Source: an optimization exercise on an open RTL-to-GDS flow (aim: small area, a short achievable clock period and few clock cycles per item). Production flows keep margins and buffers that such runs may drop.
The RTL was checked by simulation tests, not by an equivalence proof against the original design.

==> design.v <==
module ct_meas (
    input  wire        clk,
    input  wire        rst,         
    input  wire        start,       
    input  wire        mode,        
    input  wire [1:0]  chan,        
    input  wire [15:0] raw,         
    output wire        ready,
    output reg         done,
    output reg         accept,
    output reg  [1:0]  chan_next,
    output reg  [34:0] ohms,
    output reg  [15:0] vmv,
    output reg  [27:0] digits,      
    output reg         alert
);
    localparam [2:0] S_IDLE  = 3'd0,
                     S_CHECK = 3'd1,
                     S_LOAD  = 3'd2,
                     S_DIV   = 3'd3,
                     S_BCD   = 3'd4,
                     S_DONE  = 3'd5;
    localparam integer RAW_LO = 8000;
    localparam integer RAW_HI = 24000;
    reg [2:0]  state;
    reg        r_mode;
    reg [1:0]  r_chan;
    reg [15:0] r_raw;
    reg [45:0] dvd;         
    reg [26:0] rem;
    reg [25:0] dvs;
    reg [5:0]  cnt;
    reg [34:0] bin;
    reg [27:0] bcd;
    assign ready = (state == S_IDLE);
    wire signed [16:0] s     = {r_raw[15], r_raw};
    wire               s_low  = (s <= RAW_LO);
    wire               s_high = (s >= RAW_HI);
    wire               r_acc  = (!s_low && !s_high) ||
                                (r_chan == 2'd3 && s_low) ||
                                (r_chan == 2'd0 && s_high);
    wire [1:0]         r_next = r_acc ? r_chan :
                                s_low ? r_chan + 2'd1 : r_chan - 2'd1;
    reg [29:0] kconst;
    always @(*) begin
        case (r_chan)
            2'd0:    kconst = 30'd986000;
            2'd1:    kconst = 30'd9750000;
            2'd2:    kconst = 30'd100000000;
            default: kconst = 30'd668000000;
        endcase
    end
    wire [16:0] t_r   = 17'd32768 - s[16:0];            
    wire [46:0] n_r   = t_r * kconst;                    
    wire [25:0] d_r   = r_raw[15:0] * 10'd1000;         
    wire [45:0] x_r   = {n_r[44:0], 1'b0} + {20'd0, d_r};   
    wire [25:0] y_r   = {d_r[24:0], 1'b0};              
    wire [16:0] a_v   = r_raw[15] ? (17'd0 - s[16:0]) : {1'b0, r_raw};
    wire [45:0] x_v   = a_v * 13'd5489 + 46'd4000;
    wire [25:0] y_v   = 26'd8000;
    wire [26:0] rem_sh  = {rem[25:0], dvd[45]};
    wire [27:0] rem_sub = {1'b0, rem_sh} - {2'b0, dvs};
    wire        q_bit   = !rem_sub[27];
    reg [27:0] bcd_adj;
    integer i;
    always @(*) begin
        for (i = 0; i < 7; i = i + 1) begin
            if (bcd[4*i +: 4] >= 4'd5)
                bcd_adj[4*i +: 4] = bcd[4*i +: 4] + 4'd3;
            else
                bcd_adj[4*i +: 4] = bcd[4*i +: 4];
        end
    end
    wire [34:0] quot   = dvd[34:0];
    wire [14:0] mag_v  = dvd[14:0];
    always @(posedge clk) begin
        if (rst) begin
            state <= S_IDLE;
            done  <= 1'b0;
        end else begin
            done <= 1'b0;
            case (state)
                S_IDLE: begin
                    if (start) begin
                        r_mode <= mode;
                        r_chan <= chan;
                        r_raw  <= raw;
                        state  <= S_CHECK;
                    end
                end
                S_CHECK: begin
                    if (r_mode) begin
                        accept    <= 1'b1;
                        chan_next <= r_chan;
                        state     <= S_LOAD;
                    end else begin
                        accept    <= r_acc;
                        chan_next <= r_next;
                        state     <= r_acc ? S_LOAD : S_DONE;
                    end
                end
                S_LOAD: begin
                    dvd   <= r_mode ? x_v : x_r;
                    dvs   <= r_mode ? y_v : y_r;
                    rem   <= 27'd0;
                    cnt   <= 6'd46;
                    state <= S_DIV;
                end
                S_DIV: begin
                    rem <= q_bit ? rem_sub[26:0] : rem_sh;
                    dvd <= {dvd[44:0], q_bit};
                    cnt <= cnt - 6'd1;
                    if (cnt == 6'd1)
                        state <= S_BCD;
                end
                S_BCD: begin
                    if (cnt == 6'd0) begin
                        if (r_mode) begin
                            vmv <= r_raw[15] ? (16'd0 - {1'b0, mag_v}) : {1'b0, mag_v};
                            bin <= {20'd0, mag_v};
                            alert <= 1'b0;
                        end else begin
                            ohms  <= quot;
                            bin   <= quot;
                            alert <= (quot <= 35'd80);
                        end
                        bcd <= 28'd0;
                        cnt <= 6'd35;
                    end else begin
                        {bcd, bin} <= {bcd_adj[26:0], bin, 1'b0};
                        cnt <= cnt - 6'd1;
                        if (cnt == 6'd1)
                            state <= S_DONE;
                    end
                end
                S_DONE: begin
                    digits <= bcd;
                    done   <= 1'b1;
                    state  <= S_IDLE;
                end
                default: state <= S_IDLE;
            endcase
        end
    end
endmodule
==> run.sh <==
#!/bin/bash
# synth_recipe.tcl (not shown) runs the flow's synth.tcl, then flattens the netlist and writes it again
# the make line also repeats each setting of config.mk as NAME=value (left out here)
make -C /OpenROAD-flow-scripts/flow DESIGN_CONFIG=/design/flow/config.mk WORK_HOME=/design/flow/orfs CLKGATE_MAP_FILE= SYNTH_SCRIPT=/design/flow/synth_recipe.tcl finish
==> config.mk <==
export PLATFORM = sky130hd
export DESIGN_NAME = ct_meas
export DESIGN_NICKNAME = ct_meas
export VERILOG_FILES = /design/flow/design.v
export SDC_FILE = /design/flow/constraint.sdc
export NUM_CORES = 4
export LEC_CHECK = 0
export CAP_MARGIN = 20
export CORE_MARGIN = 2
export CORE_UTILIZATION = 40
export SLEW_MARGIN = 20
==> constraint.sdc <==
create_clock -name core_clock -period 10.0 [get_ports {clk}]
set_input_delay 2.0000 -clock core_clock [delete_from_list [all_inputs] [get_ports {clk}]]
set_output_delay 2.0000 -clock core_clock [all_outputs]
set_load 0.01 [all_outputs]
==> run notes <==
[cells by family (layout without fill, tap and decap cells)]
kind of cell               Yosys count  after routing  share of synthesized area
adders and majority gates          835            835                      0.417
and+or+nand+nor                    803            803                      0.112
buffers and inverters              782            947                     0.0896
AOI/OAI and AO/OA                  442            442                     0.0855
DFF                                269            269                      0.242
xor gates and xnor gates           175            175                     0.0463
muxes                               27             27                    0.00817
[cell type report]
class | instances | area [um2]
timing repair buffer | 186 | 1660
clock buffer | 39 | 870
multi-input combinational | 2282 | 22300
sequential | 269 | 8040
fill | 7847 | 45300
tap | 1070 | 1340
clock inverter | 20 | 160
inverter | 702 | 2640
[worst max-delay path, delay by kind of cell (launching register included)]
kind	cells	cell delay [ns]
xor+xnor	1	0.27
compound gates	1	0.22
mux	1	0.18
buf+inv	9	0.77
fa+ha+maj	9	4.20
flops	1	0.38
simple gates	13	3.06
[per-stage QoR]
stage / util / setup slack, ns
after floorplan: - / 0.760
after global placement: 0.437 / 0.544
after detailed placement: 0.437 / 0.397
after CTS: 0.449 / 0.397
after global routing: 0.450 / 0.0182
final: 0.450 / 0.655
[routing by layer]
layer | wire, um | vias to the layer above
li1 | - | 11000
met1 | 39400 | 11200
met2 | 38100 | 531
met3 | 4080 | 93
met4 | 1770 | 0
met5 | 0 | -
[flip-flops by register name, summed over array words and instances (netlist names)]
signal and flops:
dvd 46, bin 35, ohms 35, bcd 28, digits 28, rem 26
dvs 22, r_raw 16, vmv 16, cnt 6, state 3, chan_next 2
r_chan 2, accept 1, alert 1, done 1, r_mode 1
[cells in the mapped netlist, types with 5 or more instances]
master,count,area share
inv_1,700,0.079
fa_1,454,0.27
ha_1,381,0.14
nand2_1,280,0.032
edfxtp_1,265,0.24
nor2_1,221,0.025
a21oi_1,139,0.021
xnor2_1,131,0.035
o21ai_0,107,0.016
clkbuf_1,65,0.0073
nand3_1,53,0.0080
and2_1,48,0.0090
nand2b_1,47,0.0088
nor3_1,47,0.0071
xor2_1,43,0.011
a21o_1,36,0.0081
mux2i_1,26,0.0078
and3_1,20,0.0038
nor2b_1,17,0.0032
o21a_1,17,0.0038
a211oi_1,16,0.0036
or2_2,16,0.0030
a31oi_1,15,0.0028
o21bai_1,15,0.0034
a22o_1,14,0.0037
nand4_1,14,0.0026
o31ai_1,14,0.0032
or3_1,13,0.0024
o211ai_1,11,0.0025
nor4_1,10,0.0019
buf_2,7,0.0011
a21boi_0,5,0.0011
o2bb2ai_1,5,0.0013
[worst max path at each step]
stage / start / endpoint / slack [ns] / cells after the start
CTS: r_raw[5] / dvd[45] / 0.40 / 37
finish: r_raw[1] / dvd[45] / 0.66 / 34
global route: r_raw[1] / dvd[42] / 0.02 / 40
global placement: r_raw[1] / dvd[45] / 0.54 / 40
floorplan: r_raw[0] / dvd[45] / 0.76 / 39
detailed placement: r_raw[5] / dvd[45] / 0.40 / 37
[timing repair]
action                                  CTS  global route
buffers inserted                          0             2
endpoints found under the setup margin    0            16
gates resized for setup                   0             6
[placed cells by master (no fill, tap or decap), types with 17 or more instances in the layout]
| cell | synthesis | routed |
|---|---|---|
| and3_1 | 20 | 18 |
| clkdlybuf4s50_1 | 0 | 106 |
| a21oi_1 | 139 | 139 |
| clkbuf_16 | 0 | 34 |
| o21a_1 | 17 | 17 |
| nor3_1 | 47 | 46 |
| inv_1 | 700 | 699 |
| and2_1 | 48 | 47 |
| nor2b_1 | 17 | 17 |
| edfxtp_1 | 265 | 265 |
| buf_4 | 3 | 80 |
| ha_1 | 381 | 381 |
| nand2b_1 | 47 | 47 |
| nor2_1 | 221 | 219 |
| xor2_1 | 43 | 43 |
| o21ai_0 | 107 | 107 |
| xnor2_1 | 131 | 130 |
| mux2i_1 | 26 | 26 |
| nand2_1 | 280 | 279 |
| fa_1 | 454 | 454 |
| nand3_1 | 53 | 53 |
| a21o_1 | 36 | 36 |
==> key figures <==
Run status
  – Status: timing/DRC/antenna clean

Logic synthesis
  – Mapped Area: 33,200 um2
  – #FFs+latches synth: 269
  – Yosys warns: 1
  – Netlist cell types: 85
  – Seq/Total Area, Yosys: 0.242
  – Synth Instances: 3,333
  – Synthesized Nets: 4,190
  – Syn Area/Cell: 9.97 um2
  – EDFF count, synth: 265
  – Synth Flop Type: edfxtp_1
  – Post-synthesis async set-or-reset flop share: 0

Route
  – Final WL: 83.4 mm
  – DRT antenna net count: 0
  – First DRT Iteration DRCs: 1,559
  – Vias per cell: 5.01
  – Wire per inst: 18.3 um
  – DR DRC count: 0
  – DRT Pass-1 Iters: 5
  – Vias after detailed routing: 22,900

GRT
  – M2 GR Usage: 0.326
  – Global Route Usage Sum: 0.201
  – Initial antenna violation count: 0
  – Global route total overflow: 0
  – Largest net degree at the start of global routing: 73
  – Vias in the first global route: 23,800
  – First-pass GRT wire length: 134 mm
  – GRT Max-Usage Layer: met2
  – Met1 GRT Util: 0.285
  – Grt met3 use: 0.0278

Clocking
  – Clock Tree Buf Depth: 3
  – Clock transition at path regs: 0.06 ns
  – Clock Tree Root: clkbuf_16
  – CTS tree: yes
  – Later-pin clock latency in the skew report: 0.57 ns
  – Inserted Clock Buffers: 34
  – Num Clock Sinks: 269
  – CTS Hold Bufs: 0
  – Depth of the CTS H-tree: 2

STA
  – Final hold violations: 0
  – F_max: 0.107 GHz
  – Worst clock skew: 0.0472 ns
  – Worst Tran Pin Value: 1.07 ns
  – Unrepaired setup endpoints after global routing: no
  – Crit share post-route: 0.934
  – TNS Setup: 0 ns
  – Max transition margin: 0.268
  – Final hold slack: 0.484 ns
  – Final min period: 9.34 ns
  – Slew Viols, Final: 0
  – # setup viols final: 0

Place
  – Placed Cells: 4,507
  – IO buf count: 106
  – Global placer's final weighted congestion: 0.937
  – Placed cell area: 35,900 um2
  – DP Wirelength: 69.8 mm

Worst hold path
  – Hold Crit Class: flip-flop to flip-flop
  – Hold_sp: bcd[27]
  – Hold Crit Depth: 0
  – Worst Hold Path EP: digits[27]

Floorplanning
  – Die Wd: 292 um
  – Die Footprint: 85,400 um2
  – Core area: 82,200 um2
  – Height of the die: 292 um
  – Ports: 107
  – Rows: 105
  – Starting Density: 0.404

Job
  – Max-cap violations: 0

Worst setup path
  – Flop2flop setup slack: 0.66 ns
  – Max incr delay on CP: 0.60 ns
  – CP Capture Type: flip-flop
  – Reg-to-reg endpoint: dvd[45]
  – R2R Path Start: r_raw[1]
  – Worst endpoint required time: 10.29 ns
  – Crit start category: flip-flop
  – Worst Reg2Reg Path Length in Cells: 34
  – Crit path top cell by count: inv_1
  – CP max FO: 7
  – Worst path slowest cell: or4b_2
  – Arrival time worst endpoint: 9.64 ns
  – Crit Path Class: flip-flop to flip-flop

Cells and area
  – Final cell count without fillers: 4,568
  – Net count, final: 4,332
  – Synthesis-to-finish area growth: 11.2%
  – Fin area: 37,000 um2
  – ANT cells: 0
  – Layout cells sized above 1: 0.0520
Testbench counts, summed over its fixed seeds: cycles 147,584, items 2,048.

[separate check: timing with driven ports]
The results above use ideal ports. As a check the final layout listed here was re-extracted and re-timed, cells and wires unchanged.
Step 1, drivers: a clkbuf_16 drives clk and a buf_2 each remaining input, both assumed.
Step 2 also shifts input and output timing later by t, the mid clock arrival at the registers, as if the neighbouring blocks saw the same clock.
Slacks: ideal / step 1 / step 2; pairs: ideal / step 1.
t (ns): 0.612
setup slack, ns: 0.655 / 0.655 / 0.655
worst setup path at the end: register to register
worst register clock-pin slew, ns: 0.06 / 0.06
pins driven straight from the clock port: 1
After both steps setup and hold are still met in this run. For this run, drivers alone change the setup slack by 0.000 ns; drivers and shift together by 0.000 ns.
